This is an optimization exercise on Yosys and OpenROAD, whose aim is small area, a short achievable clock period and few clock cycles, not a production implementation. RTL that was checked went through simulation tests only; none was proved equivalent to the original. For run 2, only the layout was checked, not whether the RTL still works. Power and IR drop assume default switching activity.

==> flow/design.v <==
module fx_sin (
    input  wire [7:0] angle,
    output wire [9:0] value
);
    wire [1:0] quad = angle[7:6];
    wire [5:0] low  = angle[5:0];
    wire [6:0] idx = quad[0] ? (7'd64 - {1'b0, low}) : {1'b0, low};
    reg [8:0] rom;
    always @(*) begin
        case (idx)
            7'd0: rom = 9'd0;
            7'd1: rom = 9'd6;
            7'd2: rom = 9'd13;
            7'd3: rom = 9'd19;
            7'd4: rom = 9'd25;
            7'd5: rom = 9'd31;
            7'd6: rom = 9'd38;
            7'd7: rom = 9'd44;
            7'd8: rom = 9'd50;
            7'd9: rom = 9'd56;
            7'd10: rom = 9'd62;
            7'd11: rom = 9'd68;
            7'd12: rom = 9'd74;
            7'd13: rom = 9'd80;
            7'd14: rom = 9'd86;
            7'd15: rom = 9'd92;
            7'd16: rom = 9'd98;
            7'd17: rom = 9'd104;
            7'd18: rom = 9'd109;
            7'd19: rom = 9'd115;
            7'd20: rom = 9'd121;
            7'd21: rom = 9'd126;
            7'd22: rom = 9'd132;
            7'd23: rom = 9'd137;
            7'd24: rom = 9'd142;
            7'd25: rom = 9'd147;
            7'd26: rom = 9'd152;
            7'd27: rom = 9'd157;
            7'd28: rom = 9'd162;
            7'd29: rom = 9'd167;
            7'd30: rom = 9'd172;
            7'd31: rom = 9'd177;
            7'd32: rom = 9'd181;
            7'd33: rom = 9'd185;
            7'd34: rom = 9'd190;
            7'd35: rom = 9'd194;
            7'd36: rom = 9'd198;
            7'd37: rom = 9'd202;
            7'd38: rom = 9'd206;
            7'd39: rom = 9'd209;
            7'd40: rom = 9'd213;
            7'd41: rom = 9'd216;
            7'd42: rom = 9'd220;
            7'd43: rom = 9'd223;
            7'd44: rom = 9'd226;
            7'd45: rom = 9'd229;
            7'd46: rom = 9'd231;
            7'd47: rom = 9'd234;
            7'd48: rom = 9'd237;
            7'd49: rom = 9'd239;
            7'd50: rom = 9'd241;
            7'd51: rom = 9'd243;
            7'd52: rom = 9'd245;
            7'd53: rom = 9'd247;
            7'd54: rom = 9'd248;
            7'd55: rom = 9'd250;
            7'd56: rom = 9'd251;
            7'd57: rom = 9'd252;
            7'd58: rom = 9'd253;
            7'd59: rom = 9'd254;
            7'd60: rom = 9'd255;
            7'd61: rom = 9'd255;
            7'd62: rom = 9'd256;
            7'd63: rom = 9'd256;
            7'd64: rom = 9'd256;
            default: rom = 9'd0;
        endcase
    end
    assign value = quad[1] ? (10'd0 - {1'b0, rom}) : {1'b0, rom};
endmodule
module fx_mul #(parameter AW = 16, BW = 16, PW = 24) (
    input  wire [AW-1:0] a,
    input  wire [BW-1:0] b,
    output wire [PW-1:0] p
);
    localparam ND = BW / 2;
    localparam W  = AW + 1;              
    wire [BW:0]  bx = {b, 1'b0};
    wire [W-1:0] a1 = {a[AW-1], a};
    wire [W-1:0] a2 = {a, 1'b0};
    function [PW-1:0] kconst;
        input integer dummy;
        integer j;
        reg [PW+W+2*ND:0] c;
        begin
            c = 0;
            for (j = 0; j < ND; j = j + 1)
                c = c + ({{(PW+2*ND){1'b0}}, 1'b1} << (W + 2*j));
            kconst = ~c[PW-1:0] + 1'b1;
        end
    endfunction
    localparam [PW-1:0] K = kconst(0);
    reg [PW-1:0]       acc;
    reg [W-1:0]        mag, pp;
    reg [PW+2*ND+W:0]  term;
    reg                neg, one, two;
    integer j;
    always @(*) begin
        acc = K;
        for (j = 0; j < ND; j = j + 1) begin
            neg  = bx[2*j+2] & ~(bx[2*j+1] & bx[2*j]);
            one  = bx[2*j+1] ^ bx[2*j];
            two  = (bx[2*j+2] & ~bx[2*j+1] & ~bx[2*j]) | (~bx[2*j+2] & bx[2*j+1] & bx[2*j]);
            mag  = one ? a1 : (two ? a2 : {W{1'b0}});
            pp   = neg ? ~mag : mag;
            term = {{(PW+2*ND){1'b0}}, ~pp[W-1], pp} << (2*j);
            acc  = acc + term[PW-1:0] + ({{(PW-1){1'b0}}, neg} << (2*j));
        end
    end
    assign p = acc;
endmodule
module fx_vertex (
    input  wire [12:0] g,
    input  wire        gnz,
    input  wire [23:0] w,
    input  wire [9:0]  t,
    input  wire        n,
    input  wire        sub,
    output wire [12:0] out,
    output wire [12:0] outa,
    output wire [2:0]  e
);
    wire [23:0] wa  = (n ? {{14{t[9]}}, t} : 24'd0) - w;
    wire [12:0] h   = w[20:8];
    wire [12:0] ha  = wa[20:8];
    wire [12:0] ng  = ~g + {12'd0, ~gnz};
    assign out  = sub ? g  - h  : g  + h;
    assign outa = sub ? ng - ha : ng + ha;
    assign e    = out[2:0] + outa[2:0];
endmodule
module rast_geom (
    input  wire        clk,
    input  wire        rst,           
    input  wire [47:0] cmd_word,
    input  wire        cmd_valid,
    output wire        cmd_ready,
    input  wire [12:0] rd_addr,
    output wire [7:0]  rd_data
);
    localparam OP_TOFIX = 8'h30;
    localparam OP_TOINT = 8'h31;
    localparam OP_MUL   = 8'h32;
    localparam OP_SIN   = 8'h33;
    localparam OP_COS   = 8'h34;
    localparam OP_WREG  = 8'h40;
    localparam OP_XFORM = 8'h41;
    reg [15:0] res;
    reg [7:0]  angx, angy, angz;
    reg [15:0] zoom;
    reg [12:0] p3x [0:7];            
    reg [12:0] p3y [0:7];
    reg [12:0] p3z [0:7];
    reg [7:0]  p2x [0:7];
    reg [7:0]  p2y [0:7];
    reg        pv;                   
    reg [9:0] sx, cx, sz, cz, ra, rb;
    reg [12:1] st;
    wire       busy = |st;
    reg [23:0] m1r, m2r;             
    reg        mulp;                 
    reg [12:0] fs1, fs0;             
    reg        ns1, ns0;             
    reg [12:0] gc, gs;               
    reg        gcn, gsn;
    reg [12:0] xr, yr;               
    reg [2:0]  exr, eyr;             
    reg [2:0]  ezr;                  
    assign cmd_ready = ~busy & ~rst;
    wire accept = cmd_valid & cmd_ready;
    wire [7:0]  opcode = cmd_word[7:0];
    wire [7:0]  fa     = cmd_word[15:8];
    wire [15:0] fh     = cmd_word[23:8];
    wire [15:0] fg_h2  = cmd_word[39:24];
    wire [15:0] fg_bh  = cmd_word[31:16];
    wire [7:0]  fg     = cmd_word[23:16];
    wire [7:0] t1a = cmd_word[6] ? fg : (cmd_word[2] ? {fa[7:6] + 2'd1, fa[5:0]} : fa);
    wire [7:0] t2a = {fg[7:6] + 2'd1, fg[5:0]};
    wire [9:0] t1v, t2v;
    fx_sin u_t1 (.angle(t1a), .value(t1v));
    fx_sin u_t2 (.angle(t2a), .value(t2v));
    wire s0 = ~busy;
    wire [9:0] nra = 10'd0 - ra;
    wire m1_xz = st[4] | st[6] | st[8] | st[10];
    wire m1_yz = st[5] | st[7] | st[9] | st[11];
    wire [15:0] m1a =
        ({16{s0 &  cmd_word[6]}} & {{6{nra[9]}}, nra}) |
        ({16{s0 & ~cmd_word[6]}} & fh) |
        ({16{st[1] | st[2]}}     & {{6{ra[9]}}, ra}) |
        ({16{st[3]}}             & {{6{rb[9]}}, rb}) |
        ({16{m1_xz}}             & {{3{xr[12]}}, xr}) |
        ({16{m1_yz}}             & {{3{yr[12]}}, yr});
    wire [15:0] m1b =
        ({16{s0 &  cmd_word[6]}} & {{6{sx[9]}}, sx}) |
        ({16{s0 & ~cmd_word[6]}} & fg_h2) |
        ({16{st[1] | st[3]}}     & {{6{cz[9]}}, cz}) |
        ({16{st[2]}}             & {{6{sz[9]}}, sz}) |
        ({16{m1_xz | m1_yz}}     & zoom);
    wire [23:0] m1p;
    fx_mul #(.AW(16), .BW(16), .PW(24)) u_m1 (.a(m1a), .b(m1b), .p(m1p));
    wire m2_xs = st[1] | st[3] | st[5] | st[8];     
    wire m2_ys = st[2] | st[4] | st[7] | st[9];     
    wire [12:0] cx8   = {cx, 3'b000};
    wire        y2_h1 = st[1] | st[2] | st[3] | st[4];
    wire [12:0] y2_fs = st[1] ? m2r[17:5] : (y2_h1 ? fs1 : fs0);
    wire        y2_ep = st[1] | st[2] | st[5] | st[7];
    wire [12:0] y2    = (y2_ep ? cx8 : (13'd0 - cx8)) - y2_fs;
    wire [12:0] m2a =
        ({13{s0 | st[6] | st[10]}} & {{3{rb[9]}}, rb}) |
        ({13{st[11]}}              & {{3{nra[9]}}, nra}) |
        ({13{m2_xs | m2_ys}}       & y2);
    wire [9:0] m2b =
        ({10{s0}}                & sx) |
        ({10{st[10] | st[11]}}   & cx) |
        ({10{m2_ys}}             & cz) |
        ({10{st[6] | m2_xs}}     & sz);
    wire [23:0] m2p;
    fx_mul #(.AW(13), .BW(10), .PW(24)) u_m2 (.a(m2a), .b(m2b), .p(m2p));
    wire f_x  = st[2] | st[4] | st[6] | st[9];      
    wire f_y  = st[3] | st[5] | st[8] | st[10];     
    wire f_h1 = st[2] | st[3] | st[4] | st[5];      
    wire f_zx = st[5] | st[7] | st[9] | st[11];     
    wire f_zy = st[6] | st[8] | st[10] | st[12];    
    wire [12:0] g_v  = (st[2] | st[3]) ? m1r[17:5] : (f_x ? gc : gs);
    wire        g_nz = (st[2] | st[3]) ? (m1r[4:0] != 5'd0) : (f_x ? gcn : gsn);
    wire [12:0] w_out, w_outa;
    wire [2:0]  w_e;
    fx_vertex u_fin (
        .g(g_v), .gnz(g_nz), .w(m2r), .t(f_x ? sz : cz), .n(f_h1 ? ns1 : ns0), .sub(f_x),
        .out(w_out), .outa(w_outa), .e(w_e)
    );
    wire [2:0]  z_e   = ezr;
    wire [23:0] z_ez  = $signed(z_e) * $signed(zoom);
    wire [23:0] z_pa  = z_ez - m1r;
    wire [7:0]  z_off = f_zx ? 8'd32 : 8'd16;
    wire [7:0]  p2_b  = m1r[23:16] + z_off;
    wire [7:0]  p2_a  = z_pa[23:16] + z_off;
    wire [12:0] c_f   = m2r[17:5];
    wire [12:0] c_nf  = ~c_f + {12'd0, (m2r[4:0] == 5'd0)};
    wire [12:0] sx8   = {sx, 3'b000};
    wire [12:0] z2_bp = c_f + sx8;        
    wire [12:0] z2_bm = c_f - sx8;        
    wire [12:0] z2_ap = c_nf - sx8;       
    wire [12:0] z2_am = c_nf + sx8;       
    always @(posedge clk) begin
        if (rst) begin
            res   <= 16'h0000;
            mulp  <= 1'b0;
            angx  <= 8'h00;
            angy  <= 8'h00;
            angz  <= 8'h00;
            zoom  <= 16'h0100;
            sx    <= 10'd0;
            cx    <= 10'd256;
            sz    <= 10'd0;
            cz    <= 10'd256;
            ra    <= 10'd256;
            rb    <= 10'd256;
            pv    <= 1'b0;
            st    <= 12'd0;
        end else begin
            if (mulp) begin
                res  <= m1r[23:8];
                mulp <= 1'b0;
            end
            if (busy) begin
                st <= {st[11:1], 1'b0};
            end else if (accept) begin
                case (opcode)
                    OP_TOFIX: res <= {fh[7:0], 8'h00};
                    OP_TOINT: res <= {{8{fh[15]}}, fh[15:8]};
                    OP_MUL:   mulp <= 1'b1;
                    OP_SIN:   res <= {{6{t1v[9]}}, t1v};
                    OP_COS:   res <= {{6{t1v[9]}}, t1v};
                    OP_WREG: begin
                        case (fa)
                            8'd0: begin angx <= fg; sx <= t1v; cx <= t2v; end
                            8'd1: begin angy <= fg; ra <= t2v - t1v; rb <= t2v + t1v; end
                            8'd2: begin angz <= fg; sz <= t1v; cz <= t2v; end
                            8'd3: zoom <= fg_bh;
                            default: ;
                        endcase
                    end
                    OP_XFORM: begin
                        st <= 12'd1;
                        pv <= 1'b1;
                    end
                    default: ;    
                endcase
            end
        end
    end
    always @(posedge clk) begin
        m1r <= m1p;
        m2r <= m2p;
        ezr <= m1_xz ? exr : eyr;
        if (st[1]) begin
            fs0 <= m1r[17:5];
            ns0 <= (m1r[4:0] != 5'd0);
            fs1 <= m2r[17:5];
            ns1 <= (m2r[4:0] != 5'd0);
        end
        if (st[2]) begin gc <= m1r[17:5]; gcn <= (m1r[4:0] != 5'd0); end
        if (st[3]) begin gs <= m1r[17:5]; gsn <= (m1r[4:0] != 5'd0); end
        if (st[4]) begin gc <= m1r[17:5]; gcn <= (m1r[4:0] != 5'd0); end
        if (st[7]) begin gs <= m2r[17:5]; gsn <= (m2r[4:0] != 5'd0); end
        if (f_x) begin xr <= w_out; exr <= w_e; end
        if (f_y) begin yr <= w_out; eyr <= w_e; end
        if (st[2])  begin p3x[7] <= w_out; p3x[0] <= w_outa; end
        if (st[4])  begin p3x[5] <= w_out; p3x[2] <= w_outa; end
        if (st[6])  begin p3x[3] <= w_out; p3x[4] <= w_outa; end
        if (st[9])  begin p3x[1] <= w_out; p3x[6] <= w_outa; end
        if (st[3])  begin p3y[7] <= w_out; p3y[0] <= w_outa; end
        if (st[5])  begin p3y[5] <= w_out; p3y[2] <= w_outa; end
        if (st[8])  begin p3y[3] <= w_out; p3y[4] <= w_outa; end
        if (st[10]) begin p3y[1] <= w_out; p3y[6] <= w_outa; end
        if (st[5])  begin p2x[7] <= p2_b; p2x[0] <= p2_a; end
        if (st[7])  begin p2x[5] <= p2_b; p2x[2] <= p2_a; end
        if (st[9])  begin p2x[3] <= p2_b; p2x[4] <= p2_a; end
        if (st[11]) begin p2x[1] <= p2_b; p2x[6] <= p2_a; end
        if (st[6])  begin p2y[7] <= p2_b; p2y[0] <= p2_a; end
        if (st[8])  begin p2y[5] <= p2_b; p2y[2] <= p2_a; end
        if (st[10]) begin p2y[3] <= p2_b; p2y[4] <= p2_a; end
        if (st[12]) begin p2y[1] <= p2_b; p2y[6] <= p2_a; end
        if (st[11]) begin
            p3z[7] <= z2_bp; p3z[5] <= z2_bm; p3z[0] <= z2_ap; p3z[2] <= z2_am;
        end
        if (st[12]) begin
            p3z[3] <= z2_bp; p3z[1] <= z2_bm; p3z[4] <= z2_ap; p3z[6] <= z2_am;
        end
    end
    wire [15:0] res_v = mulp ? m1r[23:8] : res;
    wire [1023:0] tbl;
    genvar gi;
    generate
        for (gi = 0; gi < 128; gi = gi + 1) begin : g_tbl
            if (gi == 0)
                assign tbl[8*gi +: 8] = {7'd0, busy | rst};
            else if (gi == 1) assign tbl[8*gi +: 8] = angx;
            else if (gi == 2) assign tbl[8*gi +: 8] = angy;
            else if (gi == 3) assign tbl[8*gi +: 8] = angz;
            else if (gi == 4) assign tbl[8*gi +: 8] = zoom[7:0];
            else if (gi == 5) assign tbl[8*gi +: 8] = zoom[15:8];
            else if (gi == 6) assign tbl[8*gi +: 8] = res_v[7:0];
            else if (gi == 7) assign tbl[8*gi +: 8] = res_v[15:8];
            else if (gi >= 32 && gi < 48 && (gi % 2) == 0)
                assign tbl[8*gi +: 8] = p2x[(gi - 32) / 2];
            else if (gi >= 32 && gi < 48)
                assign tbl[8*gi +: 8] = p2y[(gi - 32) / 2];
            else if (gi >= 64 && gi < 112 && ((gi - 64) % 6) == 0)
                assign tbl[8*gi +: 8] = p3x[(gi - 64) / 6][7:0];
            else if (gi >= 64 && gi < 112 && ((gi - 64) % 6) == 1)
                assign tbl[8*gi +: 8] = {{3{p3x[(gi - 64) / 6][12]}}, p3x[(gi - 64) / 6][12:8]};
            else if (gi >= 64 && gi < 112 && ((gi - 64) % 6) == 2)
                assign tbl[8*gi +: 8] = p3y[(gi - 64) / 6][7:0];
            else if (gi >= 64 && gi < 112 && ((gi - 64) % 6) == 3)
                assign tbl[8*gi +: 8] = {{3{p3y[(gi - 64) / 6][12]}}, p3y[(gi - 64) / 6][12:8]};
            else if (gi >= 64 && gi < 112 && ((gi - 64) % 6) == 4)
                assign tbl[8*gi +: 8] = p3z[(gi - 64) / 6][7:0];
            else if (gi >= 64 && gi < 112)
                assign tbl[8*gi +: 8] = {{3{p3z[(gi - 64) / 6][12]}}, p3z[(gi - 64) / 6][12:8]};
            else
                assign tbl[8*gi +: 8] = 8'h00;
        end
    endgenerate
    wire [7:0] tbl_v   = tbl[{rd_addr[6:0], 3'b000} +: 8];
    wire       rd_hit  = (rd_addr[12:7] == 6'b010000);
    wire       rd_pblk = (rd_addr[6:5] != 2'b00);      
    assign rd_data = tbl_v & {8{rd_hit & (pv | ~rd_pblk)}};
endmodule
==> flow/run.sh <==
#!/bin/bash
# synth_recipe.tcl (not shown) runs the flow's synth.tcl, then flattens the netlist and writes it again
# the make line also repeats each setting of config.mk as NAME=value (left out here)
make -C /OpenROAD-flow-scripts/flow DESIGN_CONFIG=/design/flow/config.mk WORK_HOME=/design/flow/orfs CLKGATE_MAP_FILE= SYNTH_SCRIPT=/design/flow/synth_recipe.tcl finish
==> flow/config.mk <==
export PLATFORM = sky130hd
export DESIGN_NAME = rast_geom
export DESIGN_NICKNAME = rast_geom
export VERILOG_FILES = /design/flow/design.v
export SDC_FILE = /design/flow/constraint.sdc
export NUM_CORES = 4
export LEC_CHECK = 0
export CAP_MARGIN = 20
export CORE_MARGIN = 2
export CORE_UTILIZATION = 60
export SLEW_MARGIN = 20
==> flow/constraint.sdc <==
create_clock -name core_clock -period 28.0 [get_ports {clk}]
set_input_delay 5.6000 -clock core_clock [delete_from_list [all_inputs] [get_ports {clk}]]
set_output_delay 5.6000 -clock core_clock [all_outputs]
set_load 0.01 [all_outputs]
==> results.cfg, run 1 <==
[pwr]
p_clk_frac = 0.258
p_switching_mw = 1.570
p_leak_nw = 20.29
p_per_area_nw_per_um2 = 75.78
internal_power_mw = 2.395
peakVddDrop_mv = 0.6314
swShare = 0.3961
seqPwrFrac = 0.312
comb_power_share = 0.430

[placement]
gp_congestion = 0.9819
dp_hpwl_um = 108600
portBuffers = 64
placed_cells = 5647

[sta]
final.setup.tns_ns = 0
finalSetupViolations = 0
slew_headroom = 0.2294
fmax_mhz = 63.68
post-route-min-period_ns = 15.70
rsz0062_at_grt = false
worst-slew-pin-transition_ns = 1.148
period_share = 0.5609
finClkSkew_ns = 0.04159
final-hold-violation-count = 0
drv_slew = 0

[logic_synthesis]
ys_types = 100
synth.top_cells.by_area = edfxtp_1 (32%), ha_1 (7.9%), dfxtp_1 (7.4%)
synthesis.instances = 4701
synth_top_area_share = 0.3201
netlist.top_cell.by_area = edfxtp_1
synth-seq-area-share = 0.3939
ys_top_cells_by_count = edfxtp_1 (512), nand2_1 (445), inv_1 (376), a21oi_1 (307), ha_1 (303)
syn-mean-instance-area_um2 = 10.22
synth_area_um2 = 48030
synth_fp_nets = 5210
synth_ff_type = edfxtp_1
yosysMostFrequentCell = edfxtp_1
ys_seq_elements = 689
synth_edf_count = 512
yosys_warnings = 9
synthArstFlopShare = 0

[status]
status = finished clean

[clocking]
post_cts_buffers = 0
cts_resized = 0
cts_hold_buf = 0
cts.sinks = 689
cts_made_buffers = 73
clkTransAtPathRegs_ns = 0.06
cts_tree = done
clockBufferDepth = 3
clock_latency_ns = 0.66
clock-root-buffer = clkbuf_16
htreeDepth = 3

[critical_path]
cp.required_ns = 22.40
crit_fanout = 81
cp.arrival_ns = 10.10
critical_path_class = input port to output pin
end_kind = output pin
r2r.worst_path.cells = 24
startpoint_type = input port

[route]
wl_per_cell_um = 25.90
ant_nets = 0
drtIter0Drc = 4433
route.detailed.drc = 0
vias = 37270
first_pass_iters = 6
viasPerCell = 6.443
drt_wl_total_um = 149800

[grt]
busiest_layer = met2
antenna_found_initial = 6
overflow = 0
grt_pass1_vias = 35710
grt_use_met3 = 0.05397
gr-usage-met2 = 0.5875
grt_use_total = 0.3642
use_met1 = 0.4854
grt_max_degree = 82
grt_pass1_wl_um = 223600

[worst_hold_path]
holdPathStages = 2
hold_class = register to register

[finish]
finalNetCount = 5182
fin_cells = 5784
drive_gt1_frac = 0.09279
synthToLayoutAreaGrowth_pct = 8.933

[job]
drv_cap = 0

[floorplanning]
die_w_um = 286.9
die_h_um = 286.9
start_util = 0.6070
core_area_um2 = 79130
ios = 73
rows = 103
die-area_um2 = 82330
flip-flops by register name (all words and copies together) (netlist names), 12 cells and up:
signal / flops
p2x: 64
res: 16
p3z: 88
zoom: 16
fs1: 13
fs0: 13
m2r: 21
st: 12
yr: 13
p2y: 64
p3x: 104
p3y: 104
gc: 13
gs: 13
xr: 13
m1r: 24
cell usage in the layout (no fill, tap or decap), drive strengths merged, types with 25 or more instances in the layout:
master and instances:
nor2b 46, mux4 101, a211oi 66, ha 303
nand2 445, nand3 54, or3 25, o21ai 216
a22oi 106, xnor2 268, mux2 51, a221oi 31
nand2b 44, o211ai 30, a21o 42, a31oi 38
o21bai 28, clkdlybuf4s50 58, mux2i 112, clkbuf 96
nor3 90, edfxtp 512, xor2 122, a21oi 309
fa 142, inv 384, dfxtp 177, nor2 295
buf 107, clkinv 25, o22ai 55
area by class of cell:
type,instances,area [µm²]
antenna,3,7.507
clock buffer,94,1987
clock inverter,39,586.8
fill,6362,26810
inverter,383,1438
multi-input combinational,3359,26650
sequential,689,18940
tap,1050,1314
timing repair buffer,167,1404
worst max-delay path, cell delays in order:
cell and delay, ns:
clkbuf_8 0.54, buf_4 0.59, buf_4 0.69, mux4_2 0.61, mux4_2 0.48, nor2_1 0.09
o21ai_0 0.30, a22oi_1 0.47, a211oi_1 0.09, clkdlybuf4s50_1 0.52
power by group through the flow:
stage / logic, mW / registers, mW / clock network [mW]
2_1_floorplan: 1.02 / 1.23 / 0
3_3_place_gp: 1.68 / 1.26 / 0
3_5_place_dp: 1.70 / 1.26 / 0
4_1_cts: 1.71 / 1.24 / 1.03
5_1_grt: 1.85 / 1.24 / 1.08
6_report: 1.70 / 1.24 / 1.02
path summary, 6_finish.rpt:
kind                         from              endpoint  slack, ns
max                    rd_addr[0]            rd_data[0]      12.30
min          angx[4]$_SDFFE_PP0P_  angx[4]$_SDFFE_PP0P_       0.45
max reg2reg    st[4]$_SDFFE_PP0P_       m1r[23]$_DFF_P_      17.67
min reg2reg  angx[4]$_SDFFE_PP0P_  angx[4]$_SDFFE_PP0P_       0.45
stage by stage:
| stage | util | instance area, µm² | hold WS, ns | worst slack [ns] | power, mW |
|---|---|---|---|---|---|
| after global routing | 0.6612 | 52320 | 0.4644 | 12.03 | 4.164 |
| after CTS | 0.6609 | 52300 | 0.4511 | 12.21 | 3.976 |
| after floorplan | - | 48030 | 0.4064 | 13.95 | 2.246 |
| after detailed placement | 0.6284 | 49720 | 0.4436 | 12.20 | 2.953 |
| after global placement | 0.6284 | 49720 | 0.4352 | 12.18 | 2.934 |
| final | 0.6612 | 52320 | 0.4512 | 12.30 | 3.965 |
kinds of logic (layout without fill, tap and decap cells):
logic type / after synthesis / count (layout) / synth area share
buffers and inverters: 653 / 683 / 0.05233
muxes: 264 / 264 / 0.08274
xor gates and xnor gates: 392 / 392 / 0.07221
DFF: 689 / 689 / 0.3939
AOI/OAI and AO/OA: 1110 / 1110 / 0.1504
adders and majority gates: 446 / 446 / 0.1383
other: 0 / 3 / 0
and+or+nand+nor: 1147 / 1147 / 0.1101
per-layer routing:
layer	wire, µm	share of wire
met5	16	0.00011
met1	59540	0.40
met4	8133	0.054
met3	13100	0.087
met2	68990	0.46
Testbench counts, summed over its fixed seeds: cycles 15,065.
==> run 2: changes to the inputs <==
--- a/flow/design.v
+++ b/flow/design.v
@@ -2,79 +2,81 @@
     input  wire [7:0] angle,
-    output wire [9:0] value
+    output wire [9:0] sin_v,
+    output wire [9:0] cos_v
 );
-    wire [1:0] quad = angle[7:6];
-    wire [5:0] low  = angle[5:0];
-    wire [6:0] idx = quad[0] ? (7'd64 - {1'b0, low}) : {1'b0, low};
-    reg [8:0] rom;
+    reg [8:0] r0, r1;                
     always @(*) begin
-        case (idx)
-            7'd0: rom = 9'd0;
-            7'd1: rom = 9'd6;
-            7'd2: rom = 9'd13;
-            7'd3: rom = 9'd19;
-            7'd4: rom = 9'd25;
-            7'd5: rom = 9'd31;
-            7'd6: rom = 9'd38;
-            7'd7: rom = 9'd44;
-            7'd8: rom = 9'd50;
-            7'd9: rom = 9'd56;
-            7'd10: rom = 9'd62;
-            7'd11: rom = 9'd68;
-            7'd12: rom = 9'd74;
-            7'd13: rom = 9'd80;
-            7'd14: rom = 9'd86;
-            7'd15: rom = 9'd92;
-            7'd16: rom = 9'd98;
-            7'd17: rom = 9'd104;
-            7'd18: rom = 9'd109;
-            7'd19: rom = 9'd115;
-            7'd20: rom = 9'd121;
-            7'd21: rom = 9'd126;
-            7'd22: rom = 9'd132;
-            7'd23: rom = 9'd137;
-            7'd24: rom = 9'd142;
-            7'd25: rom = 9'd147;
-            7'd26: rom = 9'd152;
-            7'd27: rom = 9'd157;
-            7'd28: rom = 9'd162;
-            7'd29: rom = 9'd167;
-            7'd30: rom = 9'd172;
-            7'd31: rom = 9'd177;
-            7'd32: rom = 9'd181;
-            7'd33: rom = 9'd185;
-            7'd34: rom = 9'd190;
-            7'd35: rom = 9'd194;
-            7'd36: rom = 9'd198;
-            7'd37: rom = 9'd202;
-            7'd38: rom = 9'd206;
-            7'd39: rom = 9'd209;
-            7'd40: rom = 9'd213;
-            7'd41: rom = 9'd216;
-            7'd42: rom = 9'd220;
-            7'd43: rom = 9'd223;
-            7'd44: rom = 9'd226;
-            7'd45: rom = 9'd229;
-            7'd46: rom = 9'd231;
-            7'd47: rom = 9'd234;
-            7'd48: rom = 9'd237;
-            7'd49: rom = 9'd239;
-            7'd50: rom = 9'd241;
-            7'd51: rom = 9'd243;
-            7'd52: rom = 9'd245;
-            7'd53: rom = 9'd247;
-            7'd54: rom = 9'd248;
-            7'd55: rom = 9'd250;
-            7'd56: rom = 9'd251;
-            7'd57: rom = 9'd252;
-            7'd58: rom = 9'd253;
-            7'd59: rom = 9'd254;
-            7'd60: rom = 9'd255;
-            7'd61: rom = 9'd255;
-            7'd62: rom = 9'd256;
-            7'd63: rom = 9'd256;
-            7'd64: rom = 9'd256;
-            default: rom = 9'd0;
+        case (angle[5:0])
+            6'd0: begin r0 = 9'd0; r1 = 9'd256; end
+            6'd1: begin r0 = 9'd6; r1 = 9'd256; end
+            6'd2: begin r0 = 9'd13; r1 = 9'd256; end
+            6'd3: begin r0 = 9'd19; r1 = 9'd255; end
+            6'd4: begin r0 = 9'd25; r1 = 9'd255; end
+            6'd5: begin r0 = 9'd31; r1 = 9'd254; end
+            6'd6: begin r0 = 9'd38; r1 = 9'd253; end
+            6'd7: begin r0 = 9'd44; r1 = 9'd252; end
+            6'd8: begin r0 = 9'd50; r1 = 9'd251; end
+            6'd9: begin r0 = 9'd56; r1 = 9'd250; end
+            6'd10: begin r0 = 9'd62; r1 = 9'd248; end
+            6'd11: begin r0 = 9'd68; r1 = 9'd247; end
+            6'd12: begin r0 = 9'd74; r1 = 9'd245; end
+            6'd13: begin r0 = 9'd80; r1 = 9'd243; end
+            6'd14: begin r0 = 9'd86; r1 = 9'd241; end
+            6'd15: begin r0 = 9'd92; r1 = 9'd239; end
+            6'd16: begin r0 = 9'd98; r1 = 9'd237; end
+            6'd17: begin r0 = 9'd104; r1 = 9'd234; end
+            6'd18: begin r0 = 9'd109; r1 = 9'd231; end
+            6'd19: begin r0 = 9'd115; r1 = 9'd229; end
+            6'd20: begin r0 = 9'd121; r1 = 9'd226; end
+            6'd21: begin r0 = 9'd126; r1 = 9'd223; end
+            6'd22: begin r0 = 9'd132; r1 = 9'd220; end
+            6'd23: begin r0 = 9'd137; r1 = 9'd216; end
+            6'd24: begin r0 = 9'd142; r1 = 9'd213; end
+            6'd25: begin r0 = 9'd147; r1 = 9'd209; end
+            6'd26: begin r0 = 9'd152; r1 = 9'd206; end
+            6'd27: begin r0 = 9'd157; r1 = 9'd202; end
+            6'd28: begin r0 = 9'd162; r1 = 9'd198; end
+            6'd29: begin r0 = 9'd167; r1 = 9'd194; end
+            6'd30: begin r0 = 9'd172; r1 = 9'd190; end
+            6'd31: begin r0 = 9'd177; r1 = 9'd185; end
+            6'd32: begin r0 = 9'd181; r1 = 9'd181; end
+            6'd33: begin r0 = 9'd185; r1 = 9'd177; end
+            6'd34: begin r0 = 9'd190; r1 = 9'd172; end
+            6'd35: begin r0 = 9'd194; r1 = 9'd167; end
+            6'd36: begin r0 = 9'd198; r1 = 9'd162; end
+            6'd37: begin r0 = 9'd202; r1 = 9'd157; end
+            6'd38: begin r0 = 9'd206; r1 = 9'd152; end
+            6'd39: begin r0 = 9'd209; r1 = 9'd147; end
+            6'd40: begin r0 = 9'd213; r1 = 9'd142; end
+            6'd41: begin r0 = 9'd216; r1 = 9'd137; end
+            6'd42: begin r0 = 9'd220; r1 = 9'd132; end
+            6'd43: begin r0 = 9'd223; r1 = 9'd126; end
+            6'd44: begin r0 = 9'd226; r1 = 9'd121; end
+            6'd45: begin r0 = 9'd229; r1 = 9'd115; end
+            6'd46: begin r0 = 9'd231; r1 = 9'd109; end
+            6'd47: begin r0 = 9'd234; r1 = 9'd104; end
+            6'd48: begin r0 = 9'd237; r1 = 9'd98; end
+            6'd49: begin r0 = 9'd239; r1 = 9'd92; end
+            6'd50: begin r0 = 9'd241; r1 = 9'd86; end
+            6'd51: begin r0 = 9'd243; r1 = 9'd80; end
+            6'd52: begin r0 = 9'd245; r1 = 9'd74; end
+            6'd53: begin r0 = 9'd247; r1 = 9'd68; end
+            6'd54: begin r0 = 9'd248; r1 = 9'd62; end
+            6'd55: begin r0 = 9'd250; r1 = 9'd56; end
+            6'd56: begin r0 = 9'd251; r1 = 9'd50; end
+            6'd57: begin r0 = 9'd252; r1 = 9'd44; end
+            6'd58: begin r0 = 9'd253; r1 = 9'd38; end
+            6'd59: begin r0 = 9'd254; r1 = 9'd31; end
+            6'd60: begin r0 = 9'd255; r1 = 9'd25; end
+            6'd61: begin r0 = 9'd255; r1 = 9'd19; end
+            6'd62: begin r0 = 9'd256; r1 = 9'd13; end
+            6'd63: begin r0 = 9'd256; r1 = 9'd6; end
+            default: begin r0 = 9'd0; r1 = 9'd0; end
         endcase
     end
-    assign value = quad[1] ? (10'd0 - {1'b0, rom}) : {1'b0, rom};
+    wire [8:0] ms = angle[6] ? r1 : r0;
+    wire [8:0] mc = angle[6] ? r0 : r1;
+    wire       ns = angle[7];
+    wire       nc = angle[7] ^ angle[6];
+    assign sin_v = ns ? (10'd0 - {1'b0, ms}) : {1'b0, ms};
+    assign cos_v = nc ? (10'd0 - {1'b0, mc}) : {1'b0, mc};
 endmodule
@@ -185,7 +187,5 @@
     wire [7:0]  fg     = cmd_word[23:16];
-    wire [7:0] t1a = cmd_word[6] ? fg : (cmd_word[2] ? {fa[7:6] + 2'd1, fa[5:0]} : fa);
-    wire [7:0] t2a = {fg[7:6] + 2'd1, fg[5:0]};
-    wire [9:0] t1v, t2v;
-    fx_sin u_t1 (.angle(t1a), .value(t1v));
-    fx_sin u_t2 (.angle(t2a), .value(t2v));
+    wire [7:0] t_a = cmd_word[6] ? fg : fa;
+    wire [9:0] t_s, t_c;
+    fx_sin u_t (.angle(t_a), .sin_v(t_s), .cos_v(t_c));
     wire s0 = ~busy;
@@ -281,9 +281,9 @@
                     OP_MUL:   mulp <= 1'b1;
-                    OP_SIN:   res <= {{6{t1v[9]}}, t1v};
-                    OP_COS:   res <= {{6{t1v[9]}}, t1v};
+                    OP_SIN:   res <= {{6{t_s[9]}}, t_s};
+                    OP_COS:   res <= {{6{t_c[9]}}, t_c};
                     OP_WREG: begin
                         case (fa)
-                            8'd0: begin angx <= fg; sx <= t1v; cx <= t2v; end
-                            8'd1: begin angy <= fg; ra <= t2v - t1v; rb <= t2v + t1v; end
-                            8'd2: begin angz <= fg; sz <= t1v; cz <= t2v; end
+                            8'd0: begin angx <= fg; sx <= t_s; cx <= t_c; end
+                            8'd1: begin angy <= fg; ra <= t_c - t_s; rb <= t_c + t_s; end
+                            8'd2: begin angz <= fg; sz <= t_s; cz <= t_c; end
                             8'd3: zoom <= fg_bh;
==> flow/flow/run.sh (new file) <==
#!/bin/bash
# Standard layout, with timing repair asked for 10 ns of extra setup slack.
set -euo pipefail
bash standard.sh SETUP_SLACK_MARGIN=10 finish > standard_flow.log 2>&1
==> flow/standard.sh (new file) <==
#!/bin/bash
# synth_recipe.tcl (not shown) runs the flow's synth.tcl, then flattens the netlist and writes it again
# the make line also repeats each setting of config.mk as NAME=value (left out here)
make -C /OpenROAD-flow-scripts/flow DESIGN_CONFIG=/design/flow/config.mk WORK_HOME=/design/flow/orfs CLKGATE_MAP_FILE= SYNTH_SCRIPT=/design/flow/synth_recipe.tcl "${@:-finish}"
removed: flow/run.sh
==> results.cfg, run 2 <==
[pwr]
comb_power_share = 0.408
p_switching_mw = 1.488
p_leak_nw = 19.95
p_clk_frac = 0.258
peakVddDrop_mv = 0.4819
p_per_area_nw_per_um2 = 72.88
swShare = 0.3992
internal_power_mw = 2.239
seqPwrFrac = 0.334

[logic_synthesis]
synth_ff_type = edfxtp_1
ys_top_cells_by_count = edfxtp_1 (512), nand2_1 (481), inv_1 (365), a21oi_1 (337), ha_1 (288)
yosysMostFrequentCell = edfxtp_1
synth_top_area_share = 0.3269
synthesis.instances = 4573
synth_edf_count = 512
synth-seq-area-share = 0.4023
syn-mean-instance-area_um2 = 10.28
synth_fp_nets = 5066
netlist.top_cell.by_area = edfxtp_1
yosys_warnings = 9
ys_types = 96
ys_seq_elements = 689
synthArstFlopShare = 0
synth_area_um2 = 47030
synth.top_cells.by_area = edfxtp_1 (33%), ha_1 (7.7%), dfxtp_1 (7.5%)

[placement]
dpl-instance-area_um2 = 48720
dp_hpwl_um = 106900
portBuffers = 64
gp_congestion = 1.001

[finish]
final_common_cell = edfxtp_1
stdcell_area_um2 = 51140
top_regs = p3x: 104 flops, p3y: 104 flops, p3z: 88 flops
finalNetCount = 5042
drive_gt1_frac = 0.09132
synthToLayoutAreaGrowth_pct = 8.756
layout_common_cells = edfxtp_1 (512), nand2_1 (481), inv_1 (365)

[floorplanning]
rows = 102
die-area_um2 = 80630
ios = 73
die_h_um = 284.0
start_util = 0.6070
die_w_um = 284.0
core_area_um2 = 77470

[sta]
post-route-min-period_ns = 15.66
whs_ns = 0.4467
drv_slew = 0
slew_headroom = 0.1738
worst-slew-pin-transition_ns = 1.230
final-hold-violation-count = 0
finalSetupViolations = 0
rsz0062_at_grt = false
period_share = 0.5592
finClkSkew_ns = 0.03448
fmax_mhz = 63.87
final.setup.tns_ns = 0

[route]
drtIter0Drc = 4014
route.detailed.drc = 0
vias = 36220
ant_nets = 0
first_pass_iters = 8
wl_per_cell_um = 26.29
viasPerCell = 6.405
drt_wl_total_um = 148700

[worst_hold_path]
holdPathStages = 2
hold_class = register to register
worstHoldStart = angy[4]$_SDFFE_PP0P_
worstHoldEndpoint = angy[4]$_SDFFE_PP0P_

[grt]
grt_pass1_wl_um = 222600
grt_max_degree = 86
antenna_found_initial = 10
grt_use_total = 0.3688
overflow = 0
grt_pass1_vias = 34890

[critical_path]
reg2reg_from = st[7]$_SDFFE_PP0P_
crit_fanout = 62
critical_path_class = input port to output pin
cp.required_ns = 22.40
end_kind = output pin
cp.arrival_ns = 10.06
startpoint_type = input port
r2r.worst_path.cells = 27
rrSetupSlack_ns = 17.28
r2r_end = m1r[21]$_DFF_P_

[clocking]
post_cts_buffers = 0
cts_tree = done
cts_hold_buf = 0
cts_made_buffers = 75
cts_resized = 0
htreeDepth = 3
clock_latency_ns = 0.64
clkTransAtPathRegs_ns = 0.06
cts.sinks = 689
clockBufferDepth = 3
clock-root-buffer = clkbuf_16

[job]
drv_cap = 0

[status]
status = finished clean
## run 2: cell types whose count changed after synthesis, sizes merged, moves of 10 or more
| cell | change |
|---|---|
| a211oi | -21 |
| a21oi | +32 |
| a31oi | -10 |
| clkbuf | -15 |
| ha | -15 |
| inv | -12 |
| nand2 | +37 |
| nor2 | -27 |
| nor3 | -17 |
| nor4 | -10 |
| o21ai | +16 |
| o22ai | -24 |
| xnor2 | -10 |
## run 2: cell type report
class | count | area (µm²)
Clock buffer | 103 | 2042
Tap cell | 1040 | 1301
Multi-Input combinational cell | 3249 | 25720
Inverter | 373 | 1405
Fill cell | 6290 | 26320
Clock inverter | 35 | 350.3
Antenna cell | 5 | 12.51
Sequential cell | 689 | 18940
Timing Repair Buffer | 161 | 1371
## run 2: worst max-delay path by stage
stage / end / slack (ns) / start
after CTS: rd_data[1] / 12.34 / rd_addr[1]
final: rd_data[1] / 12.34 / rd_addr[1]
after detailed placement: rd_data[1] / 12.37 / rd_addr[1]
after floorplan: rd_data[7] / 14.16 / rd_addr[0]
after global placement: rd_data[1] / 12.33 / rd_addr[1]
after global routing: rd_data[1] / 12.17 / rd_addr[1]
## run 2: kinds of logic (layout without fill, tap and decap cells)
family / count (synthesis) / in the layout / synth area share
simple gates: 1084 / 1084 / 0.1033
compound gates: 1082 / 1082 / 0.1481
flops: 689 / 689 / 0.4023
buf+inv: 635 / 672 / 0.05226
fa+ha+maj: 430 / 430 / 0.1369
xor+xnor: 392 / 392 / 0.07421
mux: 261 / 261 / 0.08299
other cells: 0 / 5 / 0
## run 2: power by group through the flow
stage / Clock (mW) / Combinational, mW / Sequential [mW]
after floorplan: 0 / 0.932 / 1.23
after global placement: 0 / 1.49 / 1.27
after detailed placement: 0 / 1.51 / 1.27
after CTS: 0.969 / 1.52 / 1.25
after global routing: 1.01 / 1.67 / 1.25
final: 0.961 / 1.52 / 1.25
## run 2: layer usage
metal	share of wire	GRT usage	wire, µm
met4	0.053	0.1673	7861
met1	0.40	0.4973	59550
met3	0.087	0.05844	12920
met5	0.00017	0	25
met2	0.46	0.5894	68310
## run 2: stage by stage
stage | util | total power, mW | setup WS [ns] | instances
floorplan | - | 2.161 | 14.16 | 4573
global placement | 0.6289 | 2.760 | 12.33 | 5512
detailed placement | 0.6289 | 2.777 | 12.37 | 5512
CTS | 0.6598 | 3.734 | 12.34 | 5650
global route | 0.6600 | 3.922 | 12.17 | 5650
finish | 0.6602 | 3.727 | 12.34 | 5655
## run 2: worst max-delay path, cell delays in order
cell and delay (ns):
buf_6 0.47, buf_4 0.66, buf_4 0.73, a221oi_1 0.24, a2111oi_0 0.93, a21oi_1 0.19
nor3_1 0.42, a21oi_1 0.08, nor2_1 0.11, clkdlybuf4s50_1 0.55
==> run 3: changes to the inputs <==
--- a/flow/design.v
+++ b/flow/design.v
@@ -169,3 +169,4 @@
     reg [12:1] st;
-    wire       busy = |st;
+    wire       busy = |st[11:1];      
+    reg        sok;                  
     reg [23:0] m1r, m2r;             
@@ -191,2 +192,5 @@
     wire s0 = ~busy;
+    wire xf1 = s0 & sok & cmd_word[6] & cmd_word[0];
+    wire p1  = st[1] | xf1;
+    wire ps0 = s0 & ~xf1;
     wire [9:0] nra = 10'd0 - ra;
@@ -195,5 +199,5 @@
     wire [15:0] m1a =
-        ({16{s0 &  cmd_word[6]}} & {{6{nra[9]}}, nra}) |
-        ({16{s0 & ~cmd_word[6]}} & fh) |
-        ({16{st[1] | st[2]}}     & {{6{ra[9]}}, ra}) |
+        ({16{ps0 &  cmd_word[6]}} & {{6{nra[9]}}, nra}) |
+        ({16{s0  & ~cmd_word[6]}} & fh) |
+        ({16{p1 | st[2]}}         & {{6{ra[9]}}, ra}) |
         ({16{st[3]}}             & {{6{rb[9]}}, rb}) |
@@ -202,5 +206,5 @@
     wire [15:0] m1b =
-        ({16{s0 &  cmd_word[6]}} & {{6{sx[9]}}, sx}) |
-        ({16{s0 & ~cmd_word[6]}} & fg_h2) |
-        ({16{st[1] | st[3]}}     & {{6{cz[9]}}, cz}) |
+        ({16{ps0 &  cmd_word[6]}} & {{6{sx[9]}}, sx}) |
+        ({16{s0  & ~cmd_word[6]}} & fg_h2) |
+        ({16{p1 | st[3]}}         & {{6{cz[9]}}, cz}) |
         ({16{st[2]}}             & {{6{sz[9]}}, sz}) |
@@ -209,11 +213,11 @@
     fx_mul #(.AW(16), .BW(16), .PW(24)) u_m1 (.a(m1a), .b(m1b), .p(m1p));
-    wire m2_xs = st[1] | st[3] | st[5] | st[8];     
+    wire m2_xs = p1 | st[3] | st[5] | st[8];        
     wire m2_ys = st[2] | st[4] | st[7] | st[9];     
     wire [12:0] cx8   = {cx, 3'b000};
-    wire        y2_h1 = st[1] | st[2] | st[3] | st[4];
-    wire [12:0] y2_fs = st[1] ? m2r[17:5] : (y2_h1 ? fs1 : fs0);
-    wire        y2_ep = st[1] | st[2] | st[5] | st[7];
+    wire        y2_h1 = p1 | st[2] | st[3] | st[4];
+    wire [12:0] y2_fs = p1 ? m2r[17:5] : (y2_h1 ? fs1 : fs0);
+    wire        y2_ep = p1 | st[2] | st[5] | st[7];
     wire [12:0] y2    = (y2_ep ? cx8 : (13'd0 - cx8)) - y2_fs;
     wire [12:0] m2a =
-        ({13{s0 | st[6] | st[10]}} & {{3{rb[9]}}, rb}) |
+        ({13{ps0 | st[6] | st[10]}} & {{3{rb[9]}}, rb}) |
         ({13{st[11]}}              & {{3{nra[9]}}, nra}) |
@@ -221,3 +225,3 @@
     wire [9:0] m2b =
-        ({10{s0}}                & sx) |
+        ({10{ps0}}               & sx) |
         ({10{st[10] | st[11]}}   & cx) |
@@ -269,3 +273,6 @@
             st    <= 12'd0;
+            sok   <= 1'b0;
         end else begin
+            sok <= s0 & cmd_word[6] & ~xf1 &
+                   ~(accept & (opcode == OP_WREG) & (fa[7:1] == 7'd0));
             if (mulp) begin
@@ -274,5 +281,4 @@
             end
-            if (busy) begin
-                st <= {st[11:1], 1'b0};
-            end else if (accept) begin
+            st <= {st[11:1], 1'b0};
+            if (~busy & accept) begin
                 case (opcode)
@@ -293,3 +299,3 @@
                     OP_XFORM: begin
-                        st <= 12'd1;
+                        st <= sok ? 12'd2 : 12'd1;
                         pv <= 1'b1;
@@ -305,3 +311,3 @@
         ezr <= m1_xz ? exr : eyr;
-        if (st[1]) begin
+        if (s0 | st[1]) begin
             fs0 <= m1r[17:5];
@@ -341,2 +347,15 @@
     wire [15:0] res_v = mulp ? m1r[23:8] : res;
+    reg [7:0]  p2y_v [0:7];
+    reg [12:0] p3z_v [0:7];
+    integer vi;
+    always @(*) begin
+        for (vi = 0; vi < 8; vi = vi + 1) begin
+            p2y_v[vi] = p2y[vi];
+            p3z_v[vi] = p3z[vi];
+        end
+        if (st[12]) begin
+            p2y_v[1] = p2_b;  p2y_v[6] = p2_a;
+            p3z_v[3] = z2_bp; p3z_v[1] = z2_bm; p3z_v[4] = z2_ap; p3z_v[6] = z2_am;
+        end
+    end
     wire [1023:0] tbl;
@@ -357,3 +376,3 @@
             else if (gi >= 32 && gi < 48)
-                assign tbl[8*gi +: 8] = p2y[(gi - 32) / 2];
+                assign tbl[8*gi +: 8] = p2y_v[(gi - 32) / 2];
             else if (gi >= 64 && gi < 112 && ((gi - 64) % 6) == 0)
@@ -367,5 +386,5 @@
             else if (gi >= 64 && gi < 112 && ((gi - 64) % 6) == 4)
-                assign tbl[8*gi +: 8] = p3z[(gi - 64) / 6][7:0];
+                assign tbl[8*gi +: 8] = p3z_v[(gi - 64) / 6][7:0];
             else if (gi >= 64 && gi < 112)
-                assign tbl[8*gi +: 8] = {{3{p3z[(gi - 64) / 6][12]}}, p3z[(gi - 64) / 6][12:8]};
+                assign tbl[8*gi +: 8] = {{3{p3z_v[(gi - 64) / 6][12]}}, p3z_v[(gi - 64) / 6][12:8]};
             else
==> flow/flow/run.sh (replaced) <==
#!/bin/bash
# Standard layout; ports buffered with buf_4 and timing repair asked for
# 15 ns of extra setup slack.
set -euo pipefail
bash standard.sh "BUFFER_PORTS_ARGS=-buffer_cell sky130_fd_sc_hd__buf_4" SETUP_SLACK_MARGIN=15 finish > standard_flow.log 2>&1
==> results.cfg, run 3 <==
[sta]
period_share = 0.4833
worst-slew-pin-transition_ns = 1.379
finalSetupViolations = 0
setup_ws_ns = 14.47
final-hold-violation-count = 0
finClkSkew_ns = 0.02638
slew_headroom = 0.07274
rsz0062_at_grt = true
fmax_mhz = 73.90
drv_slew = 0
post-route-min-period_ns = 13.53
whs_ns = 0.4550
final.setup.tns_ns = 0

[logic_synthesis]
synth_ff_type = edfxtp_1
synth_compound_area_frac = 0.1643
synthAdderAreaFrac = 0.1326
syn-mean-instance-area_um2 = 9.847
synth_area_um2 = 48520
ys_seq_elements = 698
yosys.area_share.xor_xnor = 0.06896
netlist.top_cell.by_area = edfxtp_1
synth-seq-area-share = 0.3813
synth_edf_count = 452
synthArstFlopShare = 0
ys_types = 107
synth-simple-area-share = 0.1172
synth_top_family_by_area = compound AO/OA/AOI/OAI gates
synth.top_cells.by_area = edfxtp_1 (28%), dfxtp_1 (10%), ha_1 (7.4%)
synthesis.instances = 4927
yosysMostFrequentCell = nand2_1
synthMuxAreaShare = 0.08090
ys_top_cells_by_count = nand2_1 (535), edfxtp_1 (452), inv_1 (357), nor2_1 (325), a21oi_1 (323)
synth_fp_nets = 5420
yosys_warnings = 11
synth_top_area_share = 0.2798

[critical_path]
crit_top_cell = o21ai_2
cp.required_ns = 22.40
r2r.worst_path.cells = 26
cp-startpoint = zoom[2]$_SDFFE_PP0P_
end_kind = output pin
crit_fanout = 3
crit_slowest_cell = fa_1
critical_path_class = register to output pin
r2r_end = m1r[23]$_DFF_P_
startpoint_type = register
cp.arrival_ns = 7.93
max_stage_delay_ns = 0.53
reg2reg_from = st[4]$_SDFF_PP0_
rrSetupSlack_ns = 18.48

[placement]
pre_cts_ws_ns = 12.87
gp_congestion = 0.9844
dpl-instance-area_um2 = 49910
portBuffers = 64
dp_hpwl_um = 111400
placed_cells = 5838

[clocking]
htreeDepth = 3
cts_tree = done
clockBufferDepth = 3
clock-root-buffer = clkbuf_16
cts_made_buffers = 75
cts.sinks = 698
clkTransAtPathRegs_ns = 0.07
cts_hold_buf = 0
clock_latency_ns = 0.65

[worst_hold_path]
worstHoldEndpoint = angz[4]$_SDFFE_PP0P_
holdPathStages = 2
worstHoldStart = angz[4]$_SDFFE_PP0P_
hold_class = register to register

[status]
status = finished clean

[pwr]
p_leak_nw = 21.79
p_per_area_nw_per_um2 = 71.64
peakVddDrop_mv = 0.1325
fin_total_pwr_mw = 3.927
internal_power_mw = 2.435
p_switching_mw = 1.492
swShare = 0.3800
comb_power_share = 0.412
p_clk_frac = 0.265
seqPwrFrac = 0.324

[floorplanning]
rows = 104
die_h_um = 288.4
core_area_um2 = 80290
die_w_um = 288.4
die-area_um2 = 83150
start_util = 0.6043
ios = 73

[grt]
overflow = 0
grt_pass1_vias = 37610
antenna_found_initial = 4
grt_max_degree = 80
grt_use_total = 0.3931
grt_pass1_wl_um = 242500

[finish]
nFillCells = 6264
stdcell_area_um2 = 54810
antenna_cells = 0
synthToLayoutAreaGrowth_pct = 12.97
final_common_cell = nand2_1
top_regs = p3x: 104 flops, p3y: 104 flops, p3z: 96 flops
finalNetCount = 5459
layout_common_cells = nand2_1 (529), edfxtp_1 (452), inv_1 (351)
fin_cells = 6088
drive_gt1_frac = 0.1488
final_util = 0.6826

[route]
route.detailed.drc = 0
drt_wl_total_um = 166500
viasPerCell = 6.557
wl_per_cell_um = 27.35
drtIter0Drc = 4982
vias = 39920
first_pass_iters = 7
ant_nets = 0

[job]
drv_cap = 0
run 3: cell families (layout without fill, tap and decap cells):
family / after synthesis / in the layout
muxes: 287 / 287
AOI/OAI and AO/OA: 1197 / 1198
DFF: 698 / 698
xor gates and xnor gates: 378 / 378
buffers and inverters: 673 / 773
adders and majority gates: 429 / 429
and+or+nand+nor: 1265 / 1265
run 3: layer usage:
layer	wire (µm)	up-vias	global-route usage
met5	15	-	0
met4	9611	2	0.1992
met3	16950	475	0.06975
met2	75130	2305	0.6147
met1	64810	19380	0.5280
li1	-	17760	-
run 3: worst max-delay path by stage:
stage / to / slack [ns] / depth (start not counted)
after floorplan: rd_data[2] / 14.98 / 10
after global placement: rd_data[1] / 12.85 / 11
after detailed placement: rd_data[1] / 12.87 / 11
after CTS: rd_data[5] / 14.35 / 36
after global routing: rd_data[5] / 14.21 / 36
final: rd_data[5] / 14.47 / 36
run 3: layout make-up:
| class | instances | area [µm²] | area share |
|---|---|---|---|
| well taps | 1060 | 1326 | 0.02420 |
| clock buffers | 98 | 2096 | 0.03824 |
| inverters | 365 | 1400 | 0.02555 |
| repair buffers | 269 | 2841 | 0.05185 |
| multi-input cells | 3557 | 28080 | 0.5123 |
| clock inverters | 41 | 518.0 | 0.009451 |
| flip-flops and latches | 698 | 18550 | 0.3384 |
run 3: what timing repair did:
item,in CTS,in global routing
setup endpoints to repair,16,15
pin swaps,56,34
setup buffers,67,21
cloned,16,6
gates resized for setup,171,76
run 3: power groups by stage:
| stage | Sequential [mW] | Combinational, mW | Clock [mW] |
|---|---|---|---|
| after global placement | 1.29 | 1.48 | 0 |
| after detailed placement | 1.29 | 1.51 | 0 |
| after floorplan | 1.26 | 1.03 | 0 |
| after global routing | 1.27 | 1.77 | 1.08 |
| after CTS | 1.27 | 1.57 | 1.04 |
| final | 1.27 | 1.62 | 1.04 |
run 3: worst max-delay path, delay by kind of cell, from the launching register on:
family | cells | cell delay [ns]
mux | 3 | 1.00
simple gates | 5 | 0.62
fa+ha+maj | 5 | 2.01
compound gates | 16 | 2.39
flops | 1 | 0.37
buf+inv | 5 | 0.58
xor+xnor | 2 | 0.30
Testbench counts of run 3, summed over its fixed seeds: cycles 14,297.
==> run 4: changes to the inputs <==
==> flow/flow/run.sh (replaced) <==
#!/bin/bash
# Standard layout, with timing repair asked for 15 ns of extra setup slack.
set -euo pipefail
bash standard.sh SETUP_SLACK_MARGIN=15 finish > standard_flow.log 2>&1
==> results.cfg, run 4 <==
[logic_synthesis]
synth_area_um2 = 48520
yosys_warnings = 11
synthesis.instances = 4927
netlist.top_cell.by_area = edfxtp_1
ys_top_cells_by_count = nand2_1 (535), edfxtp_1 (452), inv_1 (357), nor2_1 (325), a21oi_1 (323)
ys_types = 107
synth_fp_nets = 5420
ys_seq_elements = 698
synth_ff_type = edfxtp_1
syn-mean-instance-area_um2 = 9.847
synth_top_area_share = 0.2798
yosysMostFrequentCell = nand2_1
synthArstFlopShare = 0
synth.top_cells.by_area = edfxtp_1 (28%), dfxtp_1 (10%), ha_1 (7.4%)
synth-seq-area-share = 0.3813
synth_edf_count = 452

[critical_path]
crit_buf_inv = 4
cp.arrival_ns = 8.05
cp.required_ns = 22.40
cp-startpoint = rd_addr[1]
max_stage_delay_ns = 0.61
startpoint_type = input port
critical_path_class = input port to output pin
crit_fanout = 26
cp_cell_sequence = buf_16 > buf_4 > bufbuf_16 > a21oi_2 > nor2_1 > a2111oi_2 > a311oi_2 > a211oi_2 > clkdlybuf4s50_1
end_kind = output pin
reg2reg_from = st[8]$_SDFF_PP0_
rrSetupSlack_ns = 19.09
path_delay_family = buffers and inverters
r2r.worst_path.cells = 28
r2r_end = m1r[23]$_DFF_P_
crit_slowest_cell = clkdlybuf4s50_1

[sta]
final.setup.tns_ns = 0
fmax_mhz = 73.28
final-hold-violation-count = 0
period_share = 0.4874
slew_headroom = 0.1357
drv_slew = 0
post-route-min-period_ns = 13.65
worst-slew-pin-transition_ns = 1.292
finClkSkew_ns = 0.02670
finalSetupViolations = 0
rsz0062_at_grt = true

[floorplanning]
die_h_um = 288.4
core_area_um2 = 80290
ios = 73
start_util = 0.6043
die_w_um = 288.4
die-area_um2 = 83150
rows = 104

[worst_hold_path]
hold_class = register to register
worstHoldEndpoint = angz[3]$_SDFFE_PP0P_
worstHoldStart = angz[3]$_SDFFE_PP0P_
holdPathStages = 2

[finish]
drive_gt1_frac = 0.1410
fin_cells = 6103
finalNetCount = 5473
layout_common_cells = nand2_1 (528), edfxtp_1 (452), inv_1 (352)
final_common_cell = nand2_1
synthToLayoutAreaGrowth_pct = 13.46
top_regs = p3x: 104 flops, p3y: 104 flops, p3z: 96 flops
nFillCells = 6321
antenna_cells = 0

[clocking]
clockBufferDepth = 3
clkTransAtPathRegs_ns = 0.06
cts_hold_buf = 0
clock_latency_ns = 0.64
cts.sinks = 698
htreeDepth = 3
cts_tree = done
clock-root-buffer = clkbuf_16
cts_made_buffers = 76

[grt]
grt_pass1_wl_um = 244000
antenna_found_initial = 1
grt_use_total = 0.3959
grt_max_degree = 80
overflow = 0
grt_pass1_vias = 37860

[route]
drtIter0Drc = 5031
vias = 40170
first_pass_iters = 6
drt_wl_total_um = 166900
ant_nets = 0
route.detailed.drc = 0
viasPerCell = 6.582
wl_per_cell_um = 27.35

[pwr]
p_leak_nw = 21.81
peakVddDrop_mv = 0.1418
p_per_area_nw_per_um2 = 71.34

[placement]
gp_congestion = 0.9582
portBuffers = 64
placed_cells = 5848
dp_hpwl_um = 111300

[status]
status = finished clean

[job]
drv_cap = 0
==> run 4: how the worst max path moves through the flow <==
stage            endpoint  slack (ns)  cells after the start
3_5_place_dp   rd_data[6]       13.00                     35
4_1_cts        rd_data[5]       14.33                     36
2_1_floorplan  rd_data[2]       14.98                     10
6_report       rd_data[4]       14.35                      9
3_3_place_gp   rd_data[2]       13.06                      9
5_1_grt        rd_data[5]       14.24                     36
==> run 4: worst min-delay path, stage by stage (launching register included) <==
cell     delay (ns)
dfxtp_1        0.31
nand2_1        0.05
a21oi_1        0.05
==> run 4: metrics by stage <==
step	power, mW	setup WS, ns	utilization	hold WS (ns)	area (µm²)
floorplan	2.290	14.98	-	0.4064	48600
detailed placement	2.795	13.00	0.6247	0.4467	50160
CTS	3.847	14.33	0.6799	0.4541	54590
global route	4.101	14.24	0.6856	0.4671	55040
finish	3.927	14.35	0.6856	0.4554	55040
global placement	2.770	13.06	0.6246	0.4397	50150
==> run 4: cell type report <==
cell class	count	area, µm²	area share
clock buffers	102	2031	0.03689
multi-input cells	3557	28280	0.5137
repair inverters	2	13.76	0.0002500
flip-flops and latches	698	18550	0.3370
repair buffers	280	2995	0.05442
clock inverters	39	439.2	0.007979
inverters	365	1411	0.02564
well taps	1060	1326	0.02409
==> run 4: cell families after synthesis <==
| kind of cell | Yosys count | synth area share |
|---|---|---|
| AO/OA/AOI/OAI | 1197 | 0.1643 |
| XOR/XNOR | 378 | 0.06896 |
| adder cells (fa/ha/maj) | 429 | 0.1326 |
| buffers and inverters | 673 | 0.05470 |
| flip-flops | 698 | 0.3813 |
| multiplexers | 287 | 0.08090 |
| AND/OR/NAND/NOR | 1265 | 0.1172 |
==> run 4: power by group <==
| group | switching [mW] | internal (mW) |
|---|---|---|
| registers | 0.0478 | 1.22 |
| clock network | 0.444 | 0.559 |
| logic | 1.02 | 0.634 |
| total | 1.51 | 2.42 |
==> run 4: routing by layer <==
metal / GRT usage / vias up / share of wire
met4: 0.1892 / 0 / 0.056
met5: 0 / - / 0
met2: 0.6332 / 2340 / 0.45
li1: - / 17800 / -
met1: 0.5239 / 19510 / 0.39
met3: 0.07006 / 524 / 0.10
==> run 4: timing repair <==
action                     in CTS  in global routing
resized for setup             235                 71
gates cloned                   22                  1
setup endpoints to repair      22                 18
pin swaps                      56                 28
setup buffers                  74                 17
==> run 5: changes to the inputs <==
--- a/flow/design.v
+++ b/flow/design.v
@@ -179,3 +179,3 @@
     reg [2:0]  exr, eyr;             
-    reg [2:0]  ezr;                  
+    reg [17:0] ezv;                  
     assign cmd_ready = ~busy & ~rst;
@@ -244,5 +244,5 @@
     );
-    wire [2:0]  z_e   = ezr;
-    wire [23:0] z_ez  = $signed(z_e) * $signed(zoom);
-    wire [23:0] z_pa  = z_ez - m1r;
+    wire [2:0]  z_e   = m1_xz ? exr : eyr;
+    wire [17:0] z_ez  = $signed(z_e) * $signed(zoom);
+    wire [23:0] z_pa  = {{6{ezv[17]}}, ezv} - m1r;
     wire [7:0]  z_off = f_zx ? 8'd32 : 8'd16;
@@ -310,3 +310,3 @@
         m2r <= m2p;
-        ezr <= m1_xz ? exr : eyr;
+        ezv <= z_ez;
         if (s0 | st[1]) begin
==> flow/flow/run.sh (replaced) <==
#!/bin/bash
# Standard layout; ports buffered with buf_4 and timing repair asked for
# 15 ns of extra setup slack.
set -euo pipefail
bash standard.sh "BUFFER_PORTS_ARGS=-buffer_cell sky130_fd_sc_hd__buf_4" SETUP_SLACK_MARGIN=15 finish > standard_flow.log 2>&1
==> results.cfg, run 5 <==
[critical_path]
cp.required_ns = 22.40
cp.arrival_ns = 7.81
startpoint_type = input port
path_delay_family = multiplexers
max_stage_delay_ns = 0.53
crit_fanout = 5
crit_buf_inv = 3
end_kind = output pin
critical_path_class = input port to output pin
cp_cell_sequence = buf_16 > buf_16 > mux4_2 > mux4_2 > a21oi_4 > nor2_2 > o21ai_1 > a31oi_2 > buf_4
crit_slowest_cell = mux4_2

[sta]
post-route-min-period_ns = 13.41
period_share = 0.4791
drv_slew = 0
fmax_mhz = 74.55
finClkSkew_ns = 0.04757
finalSetupViolations = 0
final.setup.tns_ns = 0
whs_ns = 0.4490
final-hold-violation-count = 0
slew_headroom = 0.1757
setup_ws_ns = 14.59
worst-slew-pin-transition_ns = 1.232
rsz0062_at_grt = true

[route]
wl_per_cell_um = 27.41
viasPerCell = 6.521
drtIter0Drc = 4996
ant_nets = 0
route.detailed.drc = 0
first_pass_iters = 9
drt_wl_total_um = 164100
vias = 39050

[placement]
dp_hpwl_um = 112000
gp_congestion = 0.9538
pre_cts_ws_ns = 13.17
portBuffers = 64
placed_cells = 5772

[grt]
grt_pass1_wl_um = 237700
grt_max_degree = 78
antenna_found_initial = 4
grt_pass1_vias = 36630
grt_use_total = 0.3896
overflow = 0

[finish]
top_regs = p3x: 104 flops, p3y: 104 flops, p3z: 97 flops
drive_gt1_frac = 0.1379
layout_common_cells = nand2_1 (511), edfxtp_1 (453), inv_1 (347)
fin_cells = 5988
final_util = 0.6850
final_common_cell = nand2_1
finalNetCount = 5362
synthToLayoutAreaGrowth_pct = 12.55

[clocking]
cts_made_buffers = 78
clock_latency_ns = 0.66
htreeDepth = 3
clock-root-buffer = clkbuf_16
cts_tree = done
clockBufferDepth = 3
clkTransAtPathRegs_ns = 0.07
cts_hold_buf = 0
cts.sinks = 714

[floorplanning]
die_h_um = 287.5
start_util = 0.6086
ios = 73
core_area_um2 = 79260
die_w_um = 287.5
die-area_um2 = 82680
rows = 103

[logic_synthesis]
synth-seq-area-share = 0.3903
netlist.top_cell.by_area = edfxtp_1
yosysMostFrequentCell = nand2_1
synth_area_um2 = 48240
ys_seq_elements = 714
synth_edf_count = 453
syn-mean-instance-area_um2 = 9.946
yosys_warnings = 11
ys_types = 104
synthArstFlopShare = 0
synth.top_cells.by_area = edfxtp_1 (28%), dfxtp_1 (11%), ha_1 (7.4%)
ys_top_cells_by_count = nand2_1 (516), edfxtp_1 (453), inv_1 (349), nor2_1 (336), a21oi_1 (331)
synth_ff_type = edfxtp_1
synth_fp_nets = 5340
synthesis.instances = 4850
synth_top_area_share = 0.2820

[worst_hold_path]
hold_class = register to register

[pwr]
p_per_area_nw_per_um2 = 76.80
p_leak_nw = 21.67
peakVddDrop_mv = 0.1432

[status]
status = finished clean

[job]
drv_cap = 0
[run 5: changes by cell type in the layout (fill, tap and decap cells not counted), moves of 12 or more]
cell             before  now
xnor2_1             247  263
nand2b_1             39   20
a21oi_1             309  323
dfxtp_1             225  250
nand4_1               5   17
nor2_1              315  329
a31oi_1              54   38
o22ai_1               9   24
xor2_1              117  132
nand2_1             528  511
a22oi_1             139  116
clkdlybuf4s50_1      43    0
[run 5: repair_timing]
action	4_1_cts	5_1_grt
endpoints found under the setup margin	16	16
pin swaps	19	39
gates cloned	13	9
gates resized for setup	108	81
setup buffers	23	24
[run 5: worst register-to-register path, delay by kind of cell, from the launching register on]
kind	cells	cell delay [ns]
AO/OA/AOI/OAI	13	3.01
adder cells (fa/ha/maj)	5	2.22
AND/OR/NAND/NOR	7	1.70
buffers and inverters	4	0.78
XOR/XNOR	3	0.70
flip-flops	1	0.42
[run 5: logic make-up after synthesis]
kind of cell,count (synthesis),synth area share
flip-flops,714,0.3903
multiplexers,278,0.07934
XOR/XNOR,407,0.07478
adder cells (fa/ha/maj),426,0.1324
AO/OA/AOI/OAI,1159,0.1586
AND/OR/NAND/NOR,1224,0.1131
buffers and inverters,642,0.05143
[run 5: layer usage]
layer	vias up	global-route usage	share of wire
li1	17470	-	-
met1	18960	0.5067	0.38
met2	2146	0.6181	0.45
met3	466	0.07322	0.098
met4	0	0.2107	0.069
met5	-	0	0
[run 5: final cells by class]
cell class / count / area [µm²]
fill: 6126 / 24960
sequential: 714 / 18850
timing repair buffer: 228 / 2459
antenna: 1 / 2.502
tap: 1050 / 1314
clock inverter: 45 / 556.8
multi-input combinational: 3494 / 27610
clock buffer: 100 / 2136
inverter: 356 / 1370
[run 5: path summary, 6_finish.rpt]
check                           slack (ns)          endpoint  depth (start not counted)        startpoint
worst max register to register       18.97   m2r[20]$_DFF_P_                         32  st[7]$_SDFF_PP0_
worst min-delay path                  0.45  st[1]$_SDFF_PP0_                          1    sok$_SDFF_PP0_
worst max-delay path                 14.59        rd_data[4]                          9        rd_addr[0]
worst min register to register        0.45  st[1]$_SDFF_PP0_                          1    sok$_SDFF_PP0_
[run 5: through the flow]
step / cell area [µm²] / power (mW)
2_1_floorplan: 48310 / 2.335
3_3_place_gp: 49680 / 2.947
3_5_place_dp: 49690 / 2.963
4_1_cts: 53490 / 4.084
5_1_grt: 54290 / 4.340
6_report: 54290 / 4.170
[run 5: power by group]
group	internal, mW	switching, mW
registers	1.25	0.0315
clock network	0.615	0.456
logic	0.649	1.17
Testbench counts of run 5, summed over its fixed seeds: cycles 14,297.

-- port drivers added, routing unchanged --
In the flow no input, the clock included, has a driving cell. The finished layouts below were timed again as built, in two steps. Step 1 (the two cells are an assumption about what drives the block):
set clk [get_ports {clk}]
set_driving_cell -lib_cell sky130_fd_sc_hd__clkbuf_16 $clk
set_driving_cell -lib_cell sky130_fd_sc_hd__buf_2 [delete_from_list [all_inputs] $clk]
Step 2 moves the port delays by t, midway between the first and last clock arrival at a register: inputs arrive t later, outputs are due t later. That takes back most of the time a late clock gives input paths. a / b / c = ideal / step 1 / step 2; a / b = the first two.
run | t, ns | setup slack, ns | worst hold slack (ns) | worst setup path at the end | worst register clock-pin slew, ns
run 1 | 0.702 | 12.295 / 12.259 / 12.259 | 0.451 / 0.451 / 0.451 | input to output | 0.07 / 0.07
run 2 | 0.699 | 12.343 / 12.304 / 12.304 | 0.447 / 0.447 / 0.447 | input to output | 0.07 / 0.07
run 3 | 0.708 | 14.468 / 14.299 / 14.299 | 0.455 / 0.455 / 0.455 | input to output | 0.07 / 0.07
run 4 | 0.699 | 14.354 / 14.146 / 14.146 | 0.455 / 0.455 / 0.455 | input to output | 0.07 / 0.07
run 5 | 0.712 | 14.586 / 14.253 / 14.253 | 0.449 / 0.449 / 0.449 | input to output | 0.07 / 0.07
After both steps every run listed still meets setup and hold. The setup slack of run 5, which loses most, moves by -0.333 ns with the drivers and by -0.333 ns with both steps.
